What follows belongs to an exercise in optimizing a design on an open flow for a short achievable clock period and few clock cycles per item; a production flow would make more cautious choices.
In this exercise RTL edits were held to simulation tests only and were not proved equivalent to the original.
Power figures rest on the tool's default switching activity, not on a simulated workload.

==> run a <==
Design bf16_alu, start of the top module:
module bf16_alu (
    input  wire        clk,
    input  wire        rst,         
    input  wire        in_valid,
    output wire        in_ready,
    input  wire [2:0]  op,
    input  wire [15:0] a,
    input  wire [15:0] b,
    output reg         out_valid,
    output reg  [15:0] r
);
    assign in_ready = 1'b1;
    wire [15:0] r_add, r_mul, r_div, r_cls;
    wire [15:0] v_add, v_mul, v_div;
    wire        s_add, s_mul, s_div;
    bf16_addsub u_addsub (.clk(clk), .sub(op[0]), .a(a), .b_in(b),
                          .sp_n(s_add), .spv_n(v_add), .r(r_add));
    bf16_mul    u_mul    (.clk(clk), .a(a), .b(b),
                          .sp_n(s_mul), .spv_n(v_mul), .r(r_mul));
    bf16_div    u_div    (.clk(clk), .a(a), .b(b),
                          .sp_n(s_div), .spv_n(v_div), .r(r_div));
    bf16_classify u_cls  (.sel(op[1:0]), .a(a), .r(r_cls));
    reg        fix_n;
    reg [15:0] fixv_n;
    always @* begin
        case (op)
            3'b000, 3'b001: begin fix_n = s_add; fixv_n = v_add; end
            3'b010:         begin fix_n = s_mul; fixv_n = v_mul; end
            3'b011:         begin fix_n = s_div; fixv_n = v_div; end
            default:        begin fix_n = 1'b1;  fixv_n = r_cls; end
        endcase
    end
    reg        sel_fix, sel_add, sel_mul, sel_div;
    reg [15:0] fixv;
    always @(posedge clk) begin
        if (rst) out_valid <= 1'b0;
        else     out_valid <= in_valid;
        sel_fix <= fix_n;
        sel_add <= !fix_n && op[2:1] == 2'b00;
        sel_mul <= !fix_n && op == 3'b010;
        sel_div <= !fix_n && op == 3'b011;
        fixv    <= fixv_n;
    end
    always @* begin
        r = ({16{sel_fix}} & fixv)
          | ({16{sel_add}} & r_add)
          | ({16{sel_mul}} & r_mul)
          | ({16{sel_div}} & r_div);
    end
endmodule
Settings: LEC_CHECK=0, CAP_MARGIN=20, CORE_MARGIN=2, CORE_UTILIZATION=40, SLEW_MARGIN=20; clock period 46.0 ns.
standard.sh (not shown) runs the stock make flow with config.mk's settings and CLKGATE_MAP_FILE= SYNTH_SCRIPT=/design/flow/synth_recipe.tcl, a recipe that flattens the netlist after the stock synthesis.
==> flow/flow/run.sh <==
#!/bin/bash
# The standard layout (the standard.sh: the standard synthesis, then
# ORFS floorplan to finish at the design's clock period and SDC), with
# ORFS's timing repair asked to keep going past zero slack: its setup
# margin is raised so that repair_timing upsizes and buffers the paths
# from the inputs to the registers and from the registers to the
# outputs until they stop improving. The constraints are unchanged.
set -euo pipefail
bash standard.sh SETUP_SLACK_MARGIN=34 finish > standard_flow.log 2>&1
==> inputs of run b, as changes to run a <==
--- a/flow/design.v
+++ b/flow/design.v
@@ -74,24 +74,13 @@
     wire [8:0] nab = {1'b0, siga} - {1'b0, sigb >> dab[0]};
     wire [8:0] nba = {1'b0, sigb} - {1'b0, siga >> dba[0]};
     wire       n_ba = !a_ge || (e_eq && nab[8]);
     wire [7:0] nd   = n_ba ? nba[7:0] : nab[7:0];
     wire [7:0] re_n = a_ge ? ea : eb;
-    reg [63:0] em_n;
-    reg [7:0]  fl_n;
-    integer    j;
-    always @* begin
-        for (j = 0; j < 8; j = j + 1) begin
-            em_n[8*j +: 8] = a_ge ? ea - j[7:0] : eb - j[7:0];
-            fl_n[j]        = (j != 0) && (a_ge ? ea <= j[7:0] : eb <= j[7:0]);
-        end
-    end
     reg        f_near, f_sub;
     reg [7:0]  x_big, x_small, n_diff;
     reg [7:0]  re, re_p1, re_m1;
-    reg [63:0] em;
-    reg [7:0]  fl;
     reg        re_254;
     reg        rs_far, rs_near;
     always @(posedge clk) begin
         f_near  <= near;
         f_sub   <= eff_sub;
@@ -100,38 +89,30 @@
         n_diff  <= nd;
         re      <= re_n;
         re_p1   <= a_ge ? ea + 8'd1 : eb + 8'd1;
         re_m1   <= a_ge ? ea - 8'd1 : eb - 8'd1;
         re_254  <= a_ge ? ea == 8'd254 : eb == 8'd254;
-        em      <= em_n;
-        fl      <= fl_n;
         rs_far  <= a_ge ? sa : sb;
         rs_near <= n_ba ? sb : sa;
     end
     wire [8:0] sum  = {1'b0, x_big} + {1'b0, x_small};
     wire [7:0] diff = x_big - x_small;       
-    reg [7:0] lead;
+    reg [3:0] k;
     reg [7:0] dn;
     reg [7:0] en;
-    reg       flush;
     integer   i;
     always @* begin
+        k = 4'd8;
         for (i = 0; i < 8; i = i + 1)
-            lead[i] = n_diff[7 - i] && (i == 0 || (n_diff >> (8 - i)) == 8'd0);
-        dn    = 8'd0;
-        en    = 8'd0;
-        flush = 1'b0;
-        for (i = 0; i < 8; i = i + 1) begin
-            dn    = dn | ({8{lead[i]}} & (n_diff << i));
-            en    = en | ({8{lead[i]}} & em[8*i +: 8]);
-            flush = flush | (lead[i] & fl[i]);
-        end
+            if (n_diff[i]) k = 4'd7 - i[3:0];
+        dn = n_diff << k[2:0];
+        en = re - {4'd0, k};
     end
     always @* begin
         if (f_near) begin
             if (n_diff == 8'd0)                     r = 16'h0000;
-            else if (flush)                         r = {rs_near, 15'd0};
+            else if (k != 4'd0 && re <= {4'd0, k})  r = {rs_near, 15'd0};
             else                                    r = {rs_near, en, dn[6:0]};
         end else if (!f_sub) begin
             if (sum[8]) begin
                 if (re_254) r = {rs_far, 15'h7F80};
                 else        r = {rs_far, re_p1, sum[7:1]};
@@ -208,31 +189,33 @@
     wire [15:0] pp7 = siga[7] ? {1'd0, sigb, 7'b0} : 16'd0;
     wire [31:0] c1a = csa(pp0, pp1, pp2);
     wire [31:0] c1b = csa(pp3, pp4, pp5);
     wire [31:0] c2a = csa(c1a[15:0], c1a[31:16], c1b[15:0]);
     wire [31:0] c2b = csa(c1b[31:16], pp6, pp7);
-    wire [31:0] c3  = csa(c2a[15:0], c2a[31:16], c2b[15:0]);
-    wire [31:0] c4  = csa(c3[15:0], c3[31:16], c2b[31:16]);
-    reg [15:0] w0, w1;
+    reg [15:0] w0, w1, w2, w3;
     reg        s_r;
     reg        ovf0, ovf1, unf0, unf1, den0, den1;
     reg [7:0]  tl;
     reg [2:0]  dsh;
     always @(posedge clk) begin
-        w0   <= c4[15:0];
-        w1   <= c4[31:16];
+        w0   <= c2a[15:0];
+        w1   <= c2a[31:16];
+        w2   <= c2b[15:0];
+        w3   <= c2b[31:16];
         s_r  <= rs;
         ovf0 <= t >= 10'sd382;
         ovf1 <= t >= 10'sd381;
         unf0 <= t < 10'sd121;
         unf1 <= t < 10'sd120;
         den0 <= t <= 10'sd127;
         den1 <= t <= 10'sd126;
         tl   <= t[7:0];
         dsh  <= ~t[2:0];
     end
-    wire [15:0] p   = w0 + w1;
+    wire [31:0] c3  = csa(w0, w1, w2);
+    wire [31:0] c4  = csa(c3[15:0], c3[31:16], w3);
+    wire [15:0] p   = c4[15:0] + c4[31:16];
     wire        p15 = p[15];
     wire [7:0]  pd  = p[15:8] >> dsh;    
     wire [7:0]  e0  = tl + 8'd129;       
     wire [7:0]  e1  = tl + 8'd130;       
     always @* begin
@@ -270,11 +253,11 @@
     wire [7:0] sigb = {!b_den, mb};
     localparam [5119:0] RCP1_TABLE = 5120'h10102102051030a104111051a1062510733108431095410a6910b7f10c9810db310ed010ff011112112361135d11486115b2116e1118121194611a7c11bb511cf111e2f11f71120b5121fc1234612493125e3127361288c129e512b4112ca012e0312f69130d21323f133af1352213699138141399213b1413c9a13e2313fb114142142d7144701460d147af1495414afe14cac14e5f15016151d115391155561571f158ee15ac115c9915e7616059162401642d1661f1681716a1416c1716e201702f172431745e1767e178a517ad317d0617f4118182183ca186191886f18acc18d3118f9d192101948c1970f1999a19c2e19ec91a16e1a41b1a6d11a98f1ac581af291b2041b4e91b7d71bad01bdd31c0e11c3f91c71d1ca4c1cd861d0cc1d41e1d77c1dae71de5e1e1e21e5741e9141ecc11f07d1f4471f8201fc08200001020510411106251084310a6910c9810ed0111121135d115b21181211a7c11cf111f71121fc1249312736129e512ca012f691323f135221381413b1413e231414214470147af14afe14e5f151d115556158ee15c99160591642d1681716c171702f1745e178a517d06181821861918acc18f9d1948c1999a19ec91a41b1a98f1af291b4e91bad01c0e11c71d1cd861d41e1dae71e1e21e9141f07d1f82020000104111084310c9811112115b211a7c11f7112493129e512f691352213b1414142147af14e5f1555615c991642d16c171745e17d061861918f9d1999a1a41b1af291bad01c71d1d41e1e1e21f07d20000108431111211a7c1249312f6913b14147af155561642d1745e186191999a1af291c71d1e1e220000111121249313b14155561745e1999a1c71d2000012493155561999a2000015556200002000000000;
     localparam [5119:0] RCP3_TABLE = 5120'h303063060f3091e30c3330f4e3126f31599318c931bfc31f3b3227d325c83291932c7032fd033336336a233a1733d9234116344a33483634bd234f743531f356d335a8d35e533621f365f4369d236db9371a9375a2379a437daf381c3385e038a0938e3b39276396bd39b0d39f663a3cb3a83c3acb63b13c3b5ce3ba693bf133c3c63c8853cd503d2273d70d3dbfc3e0fa3e6043eb1d3f0423f5733fab3400024055d40aca41043415cb41b624210b426c042c874325d4384543e3c4444544a604508d456c945d1a4637a469ef470794771247dc34848648b5e4924b4994d4a0644a7934aed74b6304bda44c52d4ccce4d48a4dc5b4e44a4ec514f4734fcad5050850d7b5160c51ebb527855307053979542a354beb5555755ee4568925726457c5a58674590b559b1a5a5a65b05c5bb3c5c6435d1775dcd55e8605f418600003060f30c333126f318c931f3b325c832c703333633a17341163483634f74356d335e53365f436db9375a237daf385e038e3b396bd39f663a83c3b13c3ba693c3c63cd503d70d3e0fa3eb1d3f5734000240aca415cb4210b42c8743845444454508d45d1a469ef47712484864924b4a0644aed74bda44ccce4dc5b4ec514fcad50d7b51ebb53070542a3555575689257c5a590b55a5a65bb3c5d1775e8606000030c33318c9325c8333363411634f7435e5336db937daf38e3b39f663b13c3c3c63d70d3eb1d40002415cb42c874444545d1a477124924b4aed74ccce4ec5150d7b530705555757c5a5a5a65d17760000318c93333634f7436db938e3b3b13c3d70d4000242c8745d1a4924b4ccce50d7b555575a5a6600003333636db93b13c4000245d1a4ccce555576000036db9400024ccce6000040002600006000000000;
     wire [19:0] rcp1 = RCP1_TABLE[sigb * 20 +: 20];
     wire [19:0] rcp3 = RCP3_TABLE[sigb * 20 +: 20];
-    reg  [7:0]  xa, xb;
+    reg  [7:0]  xa;
     reg  [2:0]  ka, kb;
     integer     i;
     always @* begin
         ka = 3'd0;
         kb = 3'd0;
@@ -282,12 +265,10 @@
             if (ma[i]) ka = 3'd7 - i[2:0];
             if (mb[i]) kb = 3'd7 - i[2:0];
         end
         if (a_den) xa = {1'b0, ma} << ka;
         else       xa = {1'b1, ma};
-        if (b_den) xb = {1'b0, mb} << kb;
-        else       xb = {1'b1, mb};
     end
     wire [9:0] ex_a = a_den ? (10'd1 - {7'd0, ka}) : {2'b00, ea};
     wire [9:0] ex_b = b_den ? (10'd1 - {7'd0, kb}) : {2'b00, eb};
     wire signed [9:0] t = ex_a - ex_b;
     wire       sat   = b_den && ({1'b0, siga} >= {sigb, 1'b0});
@@ -316,36 +297,34 @@
             2'd1:    pick = r1;
             2'd2:    pick = {r1[18:0], 1'b0};
             default: pick = r3;
         endcase
     endfunction
-    function automatic [51:0] csa(input [25:0] x, input [25:0] y, input [25:0] z);
-        csa = {((x & y) | (x & z) | (y & z)) << 1, x ^ y ^ z};
-    endfunction
-    wire [19:0] pp0 = pick(xa[1:0], rcp1, rcp3);
-    wire [19:0] pp1 = pick(xa[3:2], rcp1, rcp3);
-    wire [19:0] pp2 = pick(xa[5:4], rcp1, rcp3);
-    wire [19:0] pp3 = pick(xa[7:6], rcp1, rcp3);
-    wire [51:0] c1 = csa({6'd0, pp0}, {4'd0, pp1, 2'd0}, {2'd0, pp2, 4'd0});
-    wire [51:0] c2 = csa(c1[25:0], c1[51:26], {pp3, 6'd0});
-    reg [25:0] w0, w1;
-    reg        s_r, hi;
+    reg [19:0] pp0, pp1, pp2, pp3;
+    reg        s_r;
     reg        ovf1, ovf0, unf1, unf0;
     reg [7:0]  tl;
     always @(posedge clk) begin
-        w0   <= c2[25:0];
-        w1   <= c2[51:26];
+        pp0  <= pick(xa[1:0], rcp1, rcp3);
+        pp1  <= pick(xa[3:2], rcp1, rcp3);
+        pp2  <= pick(xa[5:4], rcp1, rcp3);
+        pp3  <= pick(xa[7:6], rcp1, rcp3);
         s_r  <= rs;
-        hi   <= xa >= xb;                
         ovf1 <= t >= 10'sd128;
         ovf0 <= t >= 10'sd129;
         unf1 <= t <= -10'sd127;
         unf0 <= t <= -10'sd126;
         tl   <= t[7:0];
     end
-    wire [25:0] p  = w0 + w1;
+    function automatic [51:0] csa(input [25:0] x, input [25:0] y, input [25:0] z);
+        csa = {((x & y) | (x & z) | (y & z)) << 1, x ^ y ^ z};
+    endfunction
+    wire [51:0] c1 = csa({6'd0, pp0}, {4'd0, pp1, 2'd0}, {2'd0, pp2, 4'd0});
+    wire [51:0] c2 = csa(c1[25:0], c1[51:26], {pp3, 6'd0});
+    wire [25:0] p  = c2[25:0] + c2[51:26];
     wire [8:0]  q9 = p[24:16];
+    wire        hi = q9[8];
     wire [7:0]  e1 = tl + 8'd127;        
     wire [7:0]  e0 = tl + 8'd126;        
     always @* begin
         if (hi ? ovf1 : ovf0)       r = {s_r, 15'h7F80};
         else if (hi ? unf1 : unf0)  r = {s_r, 15'd0};
==> flow/run.sh (new file) <==
#!/bin/bash
# synth_recipe.tcl (not shown) runs the flow's synth.tcl, then flattens the netlist and writes it again
# the make line also repeats each setting of config.mk as NAME=value (left out here)
make -C /OpenROAD-flow-scripts/flow DESIGN_CONFIG=/design/flow/config.mk WORK_HOME=/design/flow/orfs CLKGATE_MAP_FILE= SYNTH_SCRIPT=/design/flow/synth_recipe.tcl finish
removed: flow/flow/run.sh
removed: flow/standard.sh
==> inputs of run c, as changes to run a <==
--- a/flow/design.v
+++ b/flow/design.v
@@ -74,24 +74,13 @@
     wire [8:0] nab = {1'b0, siga} - {1'b0, sigb >> dab[0]};
     wire [8:0] nba = {1'b0, sigb} - {1'b0, siga >> dba[0]};
     wire       n_ba = !a_ge || (e_eq && nab[8]);
     wire [7:0] nd   = n_ba ? nba[7:0] : nab[7:0];
     wire [7:0] re_n = a_ge ? ea : eb;
-    reg [63:0] em_n;
-    reg [7:0]  fl_n;
-    integer    j;
-    always @* begin
-        for (j = 0; j < 8; j = j + 1) begin
-            em_n[8*j +: 8] = a_ge ? ea - j[7:0] : eb - j[7:0];
-            fl_n[j]        = (j != 0) && (a_ge ? ea <= j[7:0] : eb <= j[7:0]);
-        end
-    end
     reg        f_near, f_sub;
     reg [7:0]  x_big, x_small, n_diff;
     reg [7:0]  re, re_p1, re_m1;
-    reg [63:0] em;
-    reg [7:0]  fl;
     reg        re_254;
     reg        rs_far, rs_near;
     always @(posedge clk) begin
         f_near  <= near;
         f_sub   <= eff_sub;
@@ -100,38 +89,30 @@
         n_diff  <= nd;
         re      <= re_n;
         re_p1   <= a_ge ? ea + 8'd1 : eb + 8'd1;
         re_m1   <= a_ge ? ea - 8'd1 : eb - 8'd1;
         re_254  <= a_ge ? ea == 8'd254 : eb == 8'd254;
-        em      <= em_n;
-        fl      <= fl_n;
         rs_far  <= a_ge ? sa : sb;
         rs_near <= n_ba ? sb : sa;
     end
     wire [8:0] sum  = {1'b0, x_big} + {1'b0, x_small};
     wire [7:0] diff = x_big - x_small;       
-    reg [7:0] lead;
+    reg [3:0] k;
     reg [7:0] dn;
     reg [7:0] en;
-    reg       flush;
     integer   i;
     always @* begin
+        k = 4'd8;
         for (i = 0; i < 8; i = i + 1)
-            lead[i] = n_diff[7 - i] && (i == 0 || (n_diff >> (8 - i)) == 8'd0);
-        dn    = 8'd0;
-        en    = 8'd0;
-        flush = 1'b0;
-        for (i = 0; i < 8; i = i + 1) begin
-            dn    = dn | ({8{lead[i]}} & (n_diff << i));
-            en    = en | ({8{lead[i]}} & em[8*i +: 8]);
-            flush = flush | (lead[i] & fl[i]);
-        end
+            if (n_diff[i]) k = 4'd7 - i[3:0];
+        dn = n_diff << k[2:0];
+        en = re - {4'd0, k};
     end
     always @* begin
         if (f_near) begin
             if (n_diff == 8'd0)                     r = 16'h0000;
-            else if (flush)                         r = {rs_near, 15'd0};
+            else if (k != 4'd0 && re <= {4'd0, k})  r = {rs_near, 15'd0};
             else                                    r = {rs_near, en, dn[6:0]};
         end else if (!f_sub) begin
             if (sum[8]) begin
                 if (re_254) r = {rs_far, 15'h7F80};
                 else        r = {rs_far, re_p1, sum[7:1]};
@@ -270,11 +251,11 @@
     wire [7:0] sigb = {!b_den, mb};
     localparam [5119:0] RCP1_TABLE = 5120'h10102102051030a104111051a1062510733108431095410a6910b7f10c9810db310ed010ff011112112361135d11486115b2116e1118121194611a7c11bb511cf111e2f11f71120b5121fc1234612493125e3127361288c129e512b4112ca012e0312f69130d21323f133af1352213699138141399213b1413c9a13e2313fb114142142d7144701460d147af1495414afe14cac14e5f15016151d115391155561571f158ee15ac115c9915e7616059162401642d1661f1681716a1416c1716e201702f172431745e1767e178a517ad317d0617f4118182183ca186191886f18acc18d3118f9d192101948c1970f1999a19c2e19ec91a16e1a41b1a6d11a98f1ac581af291b2041b4e91b7d71bad01bdd31c0e11c3f91c71d1ca4c1cd861d0cc1d41e1d77c1dae71de5e1e1e21e5741e9141ecc11f07d1f4471f8201fc08200001020510411106251084310a6910c9810ed0111121135d115b21181211a7c11cf111f71121fc1249312736129e512ca012f691323f135221381413b1413e231414214470147af14afe14e5f151d115556158ee15c99160591642d1681716c171702f1745e178a517d06181821861918acc18f9d1948c1999a19ec91a41b1a98f1af291b4e91bad01c0e11c71d1cd861d41e1dae71e1e21e9141f07d1f82020000104111084310c9811112115b211a7c11f7112493129e512f691352213b1414142147af14e5f1555615c991642d16c171745e17d061861918f9d1999a1a41b1af291bad01c71d1d41e1e1e21f07d20000108431111211a7c1249312f6913b14147af155561642d1745e186191999a1af291c71d1e1e220000111121249313b14155561745e1999a1c71d2000012493155561999a2000015556200002000000000;
     localparam [5119:0] RCP3_TABLE = 5120'h303063060f3091e30c3330f4e3126f31599318c931bfc31f3b3227d325c83291932c7032fd033336336a233a1733d9234116344a33483634bd234f743531f356d335a8d35e533621f365f4369d236db9371a9375a2379a437daf381c3385e038a0938e3b39276396bd39b0d39f663a3cb3a83c3acb63b13c3b5ce3ba693bf133c3c63c8853cd503d2273d70d3dbfc3e0fa3e6043eb1d3f0423f5733fab3400024055d40aca41043415cb41b624210b426c042c874325d4384543e3c4444544a604508d456c945d1a4637a469ef470794771247dc34848648b5e4924b4994d4a0644a7934aed74b6304bda44c52d4ccce4d48a4dc5b4e44a4ec514f4734fcad5050850d7b5160c51ebb527855307053979542a354beb5555755ee4568925726457c5a58674590b559b1a5a5a65b05c5bb3c5c6435d1775dcd55e8605f418600003060f30c333126f318c931f3b325c832c703333633a17341163483634f74356d335e53365f436db9375a237daf385e038e3b396bd39f663a83c3b13c3ba693c3c63cd503d70d3e0fa3eb1d3f5734000240aca415cb4210b42c8743845444454508d45d1a469ef47712484864924b4a0644aed74bda44ccce4dc5b4ec514fcad50d7b51ebb53070542a3555575689257c5a590b55a5a65bb3c5d1775e8606000030c33318c9325c8333363411634f7435e5336db937daf38e3b39f663b13c3c3c63d70d3eb1d40002415cb42c874444545d1a477124924b4aed74ccce4ec5150d7b530705555757c5a5a5a65d17760000318c93333634f7436db938e3b3b13c3d70d4000242c8745d1a4924b4ccce50d7b555575a5a6600003333636db93b13c4000245d1a4ccce555576000036db9400024ccce6000040002600006000000000;
     wire [19:0] rcp1 = RCP1_TABLE[sigb * 20 +: 20];
     wire [19:0] rcp3 = RCP3_TABLE[sigb * 20 +: 20];
-    reg  [7:0]  xa, xb;
+    reg  [7:0]  xa;
     reg  [2:0]  ka, kb;
     integer     i;
     always @* begin
         ka = 3'd0;
         kb = 3'd0;
@@ -282,12 +263,10 @@
             if (ma[i]) ka = 3'd7 - i[2:0];
             if (mb[i]) kb = 3'd7 - i[2:0];
         end
         if (a_den) xa = {1'b0, ma} << ka;
         else       xa = {1'b1, ma};
-        if (b_den) xb = {1'b0, mb} << kb;
-        else       xb = {1'b1, mb};
     end
     wire [9:0] ex_a = a_den ? (10'd1 - {7'd0, ka}) : {2'b00, ea};
     wire [9:0] ex_b = b_den ? (10'd1 - {7'd0, kb}) : {2'b00, eb};
     wire signed [9:0] t = ex_a - ex_b;
     wire       sat   = b_den && ({1'b0, siga} >= {sigb, 1'b0});
@@ -326,26 +305,26 @@
     wire [19:0] pp2 = pick(xa[5:4], rcp1, rcp3);
     wire [19:0] pp3 = pick(xa[7:6], rcp1, rcp3);
     wire [51:0] c1 = csa({6'd0, pp0}, {4'd0, pp1, 2'd0}, {2'd0, pp2, 4'd0});
     wire [51:0] c2 = csa(c1[25:0], c1[51:26], {pp3, 6'd0});
     reg [25:0] w0, w1;
-    reg        s_r, hi;
+    reg        s_r;
     reg        ovf1, ovf0, unf1, unf0;
     reg [7:0]  tl;
     always @(posedge clk) begin
         w0   <= c2[25:0];
         w1   <= c2[51:26];
         s_r  <= rs;
-        hi   <= xa >= xb;                
         ovf1 <= t >= 10'sd128;
         ovf0 <= t >= 10'sd129;
         unf1 <= t <= -10'sd127;
         unf0 <= t <= -10'sd126;
         tl   <= t[7:0];
     end
     wire [25:0] p  = w0 + w1;
     wire [8:0]  q9 = p[24:16];
+    wire        hi = q9[8];
     wire [7:0]  e1 = tl + 8'd127;        
     wire [7:0]  e0 = tl + 8'd126;        
     always @* begin
         if (hi ? ovf1 : ovf0)       r = {s_r, 15'h7F80};
         else if (hi ? unf1 : unf0)  r = {s_r, 15'd0};
==> comparison <==
In run c the cell area is smaller than in run a, by 11%.
The lowest area after synthesis belongs to run c, the highest to run a.
Flip-flop and latch count, highest first: run b, run a, run c.
In run b the total power is smaller than in run c, by about 12%.
Sequential share of layout area, highest first: run b, run a, run c.
Run a finished with timing, DRC and antenna clean. Run c completed with no timing, DRC or antenna violations. Run b passed the timing, design-rule and antenna checks.
==> figures <==
Result of the run: run c finished clean; run b finished clean; run a finished clean
Vias: run c 34461; run b 30562; run a 39023
Cell Count, Final, Fillers Out: run c 4747; run b 4374; run a 5350
Placed cell count: run c 4230; run b 4316; run a 4739
Transition time of the tightest slew-check pin: run c 1.27 ns; run b 1.30 ns; run a 1.12 ns
Routability Congestion: run c 1.10; run b 1.12; run a 1.15
Endpoint of the most critical setup path: run c u_div.w0[6]; run b r[14]; run a u_div.w0[6]
First-iteration detailed-routing DRC count: run c 5421; run b 4984; run a 7028
XOR/XNOR share of the synthesized area: run c 0.0330; run b 0.0330; run a 0.0472
Seq/total area: run c 0.0886; run b 0.152; run a 0.101
Number of gates given a new drive strength after cts: run c 1148; run b 0; run a 1176
Testbench counts of run a, summed over its fixed seeds: cycles 16,008, items 16,000.
Testbench counts of run b, summed over its fixed seeds: cycles 16,008, items 16,000.
Testbench counts of run c, summed over its fixed seeds: cycles 16,008, items 16,000.

static timing again, ports no longer ideal:
The flow's constraints put no driver on any port. The routed layouts listed below were extracted and timed again, unchanged, in two steps.
Step 1 (the two cells are an assumption about what drives the block):
set clk [get_ports {clk}]
set_driving_cell -lib_cell sky130_fd_sc_hd__clkbuf_16 $clk
set_driving_cell -lib_cell sky130_fd_sc_hd__buf_2 [delete_from_list [all_inputs] $clk]
Step 2, shift: input delay + t, output delay - t, t = (earliest + latest rising clock arrival at the registers) / 2. This alone moves slack from input paths to output paths.
Three values: ideal, step 1, step 2; two values: the first two.
run	t (ns)	slack for setup (ns)	clock arrival spread, ns
run a	0.617	32.992 / 32.814 / 32.197	0.048 / 0.048
run b	0.597	31.109 / 31.047 / 31.326	0.016 / 0.015
run c	0.537	33.009 / 32.964 / 32.427	0.016 / 0.016
After both steps setup and hold are still met in every run listed. The setup slack of run a, which loses most, moves by -0.178 ns with the drivers and by -0.795 ns with both steps.
